What follows belongs to an exercise in optimizing a design on an open flow for small area, a short achievable clock period and few clock cycles per item; a production flow would make more cautious choices.
In this exercise RTL edits were held to simulation tests only and were not proved equivalent to the original.

==> inputs of job 3335 <==
Design plc_blk_codec, start of the top module:
module plc_blk_codec (
    input  wire        clk,
    input  wire        rst,
    input  wire        tx_cmd_valid,
    output wire        tx_cmd_ready,
    input  wire [15:0] tx_cmd_ssn,
    input  wire [8:0]  tx_cmd_boff,
    input  wire        tx_cmd_bflag,
    input  wire        tx_cmd_long,
    input  wire        tx_in_valid,
    output wire        tx_in_ready,
    input  wire [31:0] tx_in_data,
    output wire        tx_out_valid,
    input  wire        tx_out_ready,
    output wire [31:0] tx_out_data,
    output wire        tx_out_last,
    input  wire        rx_in_valid,
    output wire        rx_in_ready,
    input  wire [31:0] rx_in_data,
    input  wire        rx_in_long,
    output wire        rx_res_valid,
    input  wire        rx_res_ready,
    output wire        rx_res_ok,
    output wire        rx_res_fmterr,
    output wire [31:0] rx_res_hdr
);
==> flow/config.mk <==
export PLATFORM = sky130hd
export DESIGN_NAME = plc_blk_codec
export DESIGN_NICKNAME = plc_blk_codec
export VERILOG_FILES = /design/flow/design.v
export SDC_FILE = /design/flow/constraint.sdc
export NUM_CORES = 4
export LEC_CHECK = 0
export CAP_MARGIN = 20
export CORE_MARGIN = 2
export CORE_UTILIZATION = 50
export CTS_BUF_LIST = sky130_fd_sc_hd__clkbuf_4 sky130_fd_sc_hd__clkbuf_8
export CTS_CLUSTER_SIZE = 20
export PLACE_DENSITY = 0.7
export SETUP_SLACK_MARGIN = 2.65
export SLEW_MARGIN = 20
export DONT_USE_CELLS = sky130_fd_sc_hd__xor3_1 sky130_fd_sc_hd__xor3_2 sky130_fd_sc_hd__xor3_4 sky130_fd_sc_hd__xnor3_1 sky130_fd_sc_hd__xnor3_2 sky130_fd_sc_hd__xnor3_4 sky130_fd_sc_hd__a21o_0 sky130_fd_sc_hd__a21o_1 sky130_fd_sc_hd__a21o_2 sky130_fd_sc_hd__a21o_4 sky130_fd_sc_hd__o21a_0 sky130_fd_sc_hd__o21a_1 sky130_fd_sc_hd__o21a_2 sky130_fd_sc_hd__o21a_4 sky130_fd_sc_hd__a22o_0 sky130_fd_sc_hd__a22o_1 sky130_fd_sc_hd__a22o_2 sky130_fd_sc_hd__a22o_4 sky130_fd_sc_hd__o22a_0 sky130_fd_sc_hd__o22a_1 sky130_fd_sc_hd__o22a_2 sky130_fd_sc_hd__o22a_4 sky130_fd_sc_hd__a21bo_0 sky130_fd_sc_hd__a21bo_1 sky130_fd_sc_hd__a21bo_2 sky130_fd_sc_hd__a21bo_4 sky130_fd_sc_hd__o21ba_0 sky130_fd_sc_hd__o21ba_1 sky130_fd_sc_hd__o21ba_2 sky130_fd_sc_hd__o21ba_4 sky130_fd_sc_hd__a211o_0 sky130_fd_sc_hd__a211o_1 sky130_fd_sc_hd__a211o_2 sky130_fd_sc_hd__a211o_4 sky130_fd_sc_hd__o211a_0 sky130_fd_sc_hd__o211a_1 sky130_fd_sc_hd__o211a_2 sky130_fd_sc_hd__o211a_4 sky130_fd_sc_hd__a31o_0 sky130_fd_sc_hd__a31o_1 sky130_fd_sc_hd__a31o_2 sky130_fd_sc_hd__a31o_4 sky130_fd_sc_hd__o31a_0 sky130_fd_sc_hd__o31a_1 sky130_fd_sc_hd__o31a_2 sky130_fd_sc_hd__o31a_4 sky130_fd_sc_hd__and2_0 sky130_fd_sc_hd__and2_1 sky130_fd_sc_hd__and2_2 sky130_fd_sc_hd__and2_4 sky130_fd_sc_hd__or2_0 sky130_fd_sc_hd__or2_1 sky130_fd_sc_hd__or2_2 sky130_fd_sc_hd__or2_4
==> flow/constraint.sdc <==
create_clock -name core_clock -period 5.0 [get_ports {clk}]
set_input_delay 1.0000 -clock core_clock [delete_from_list [all_inputs] [get_ports {clk}]]
set_output_delay 1.0000 -clock core_clock [all_outputs]
set_load 0.01 [all_outputs]
standard.sh (not shown) runs the stock make flow with config.mk's settings and CLKGATE_MAP_FILE= SYNTH_SCRIPT=/design/flow/synth_recipe.tcl, a recipe that flattens the netlist after the stock synthesis.
==> flow/flow/run.sh <==
#!/bin/bash
# Standard ORFS layout with a few extra ORFS settings passed to make.
set -euo pipefail
# keep three-input XOR cells out of the mapping: two-input XORs are smaller
# and faster for the CRC networks; and map AND-OR logic with inverting gates
# only, which are faster on the short paths from ready inputs to ready outputs
echo 'export DONT_USE_CELLS = sky130_fd_sc_hd__xor3_1 sky130_fd_sc_hd__xor3_2 sky130_fd_sc_hd__xor3_4 sky130_fd_sc_hd__xnor3_1 sky130_fd_sc_hd__xnor3_2 sky130_fd_sc_hd__xnor3_4 sky130_fd_sc_hd__a21o_0 sky130_fd_sc_hd__a21o_1 sky130_fd_sc_hd__a21o_2 sky130_fd_sc_hd__a21o_4 sky130_fd_sc_hd__o21a_0 sky130_fd_sc_hd__o21a_1 sky130_fd_sc_hd__o21a_2 sky130_fd_sc_hd__o21a_4 sky130_fd_sc_hd__a22o_0 sky130_fd_sc_hd__a22o_1 sky130_fd_sc_hd__a22o_2 sky130_fd_sc_hd__a22o_4 sky130_fd_sc_hd__o22a_0 sky130_fd_sc_hd__o22a_1 sky130_fd_sc_hd__o22a_2 sky130_fd_sc_hd__o22a_4 sky130_fd_sc_hd__a21bo_0 sky130_fd_sc_hd__a21bo_1 sky130_fd_sc_hd__a21bo_2 sky130_fd_sc_hd__a21bo_4 sky130_fd_sc_hd__o21ba_0 sky130_fd_sc_hd__o21ba_1 sky130_fd_sc_hd__o21ba_2 sky130_fd_sc_hd__o21ba_4 sky130_fd_sc_hd__a211o_0 sky130_fd_sc_hd__a211o_1 sky130_fd_sc_hd__a211o_2 sky130_fd_sc_hd__a211o_4 sky130_fd_sc_hd__o211a_0 sky130_fd_sc_hd__o211a_1 sky130_fd_sc_hd__o211a_2 sky130_fd_sc_hd__o211a_4 sky130_fd_sc_hd__a31o_0 sky130_fd_sc_hd__a31o_1 sky130_fd_sc_hd__a31o_2 sky130_fd_sc_hd__a31o_4 sky130_fd_sc_hd__o31a_0 sky130_fd_sc_hd__o31a_1 sky130_fd_sc_hd__o31a_2 sky130_fd_sc_hd__o31a_4 sky130_fd_sc_hd__and2_0 sky130_fd_sc_hd__and2_1 sky130_fd_sc_hd__and2_2 sky130_fd_sc_hd__and2_4 sky130_fd_sc_hd__or2_0 sky130_fd_sc_hd__or2_1 sky130_fd_sc_hd__or2_2 sky130_fd_sc_hd__or2_4' >> config.mk
bash standard.sh BUFFER_PORTS_ARGS=-buffer_cell\ sky130_fd_sc_hd__buf_1 finish > standard.log 2>&1
==> inputs of job 3810, as changes to job 3335 <==
==> flow/flow/run.sh (replaced) <==
#!/bin/bash
# Standard ORFS layout with a few extra ORFS settings passed to make.
set -euo pipefail
# keep three-input XOR cells out of the mapping: two-input XORs are smaller
# and faster for the CRC networks
echo 'export DONT_USE_CELLS = sky130_fd_sc_hd__xor3_1 sky130_fd_sc_hd__xor3_2 sky130_fd_sc_hd__xor3_4 sky130_fd_sc_hd__xnor3_1 sky130_fd_sc_hd__xnor3_2 sky130_fd_sc_hd__xnor3_4' >> config.mk
bash standard.sh BUFFER_PORTS_ARGS=-buffer_cell\ sky130_fd_sc_hd__buf_1 RECOVER_POWER=100 finish > standard.log 2>&1
==> flow/config.mk (replaced) <==
export PLATFORM = sky130hd
export DESIGN_NAME = plc_blk_codec
export DESIGN_NICKNAME = plc_blk_codec
export VERILOG_FILES = /design/flow/design.v
export SDC_FILE = /design/flow/constraint.sdc
export NUM_CORES = 4
export LEC_CHECK = 0
export CAP_MARGIN = 20
export CORE_MARGIN = 2
export CORE_UTILIZATION = 50
export CTS_BUF_LIST = sky130_fd_sc_hd__clkbuf_4 sky130_fd_sc_hd__clkbuf_8
export CTS_CLUSTER_SIZE = 20
export PLACE_DENSITY = 0.7
export SETUP_SLACK_MARGIN = 2.65
export SLEW_MARGIN = 20
export DONT_USE_CELLS = sky130_fd_sc_hd__xor3_1 sky130_fd_sc_hd__xor3_2 sky130_fd_sc_hd__xor3_4 sky130_fd_sc_hd__xnor3_1 sky130_fd_sc_hd__xnor3_2 sky130_fd_sc_hd__xnor3_4
==> metrics.md <==
| Metric | Value |
|---|---|
| Distinct cell type count after synthesis | `47` |
| Status | `no timing/DRC/antenna violations` |
| DIE AREA | `0.0240 mm^2` |
# the run above: job 3335

==> metrics.md <==
| Metric | Value |
|---|---|
| Max Cap Violations | `2` |
| Status | `finished with violations` |
| Layout Check Fails | `max-capacitance violations, max-slew violations` |
| Final Slew Violations | `58` |
# the run above: job 3810

Testbench counts of job 3335, summed over its fixed seeds: cycles 5,579, items 96.
Testbench counts of job 3810, summed over its fixed seeds: cycles 5,579, items 96.

==> separate check: timing with driven ports <==
In the flow no input, the clock included, has a driving cell. The finished layouts below were timed again as built, in two steps. Step 1 assumes that a clkbuf_16 drives the clock port and a buf_2 every other input. Step 2 times the ports against the registers' clock, not the clock port: input delays grow and output delays shrink by t, the midpoint of the rising clock arrivals with the driver on. Slacks: ideal / step 1 / step 2; pairs: ideal / step 1.
run	shift t [ns]	setup slack, ns	clock arrival spread, ns
job 3335	0.506	2.564 / 2.518 / 2.238	0.023 / 0.023
job 3810	0.503	1.572 / 1.572 / 1.572	0.022 / 0.022
The setup slack of job 3335, which loses most, moves by -0.046 ns with the drivers and by -0.326 ns with both steps.
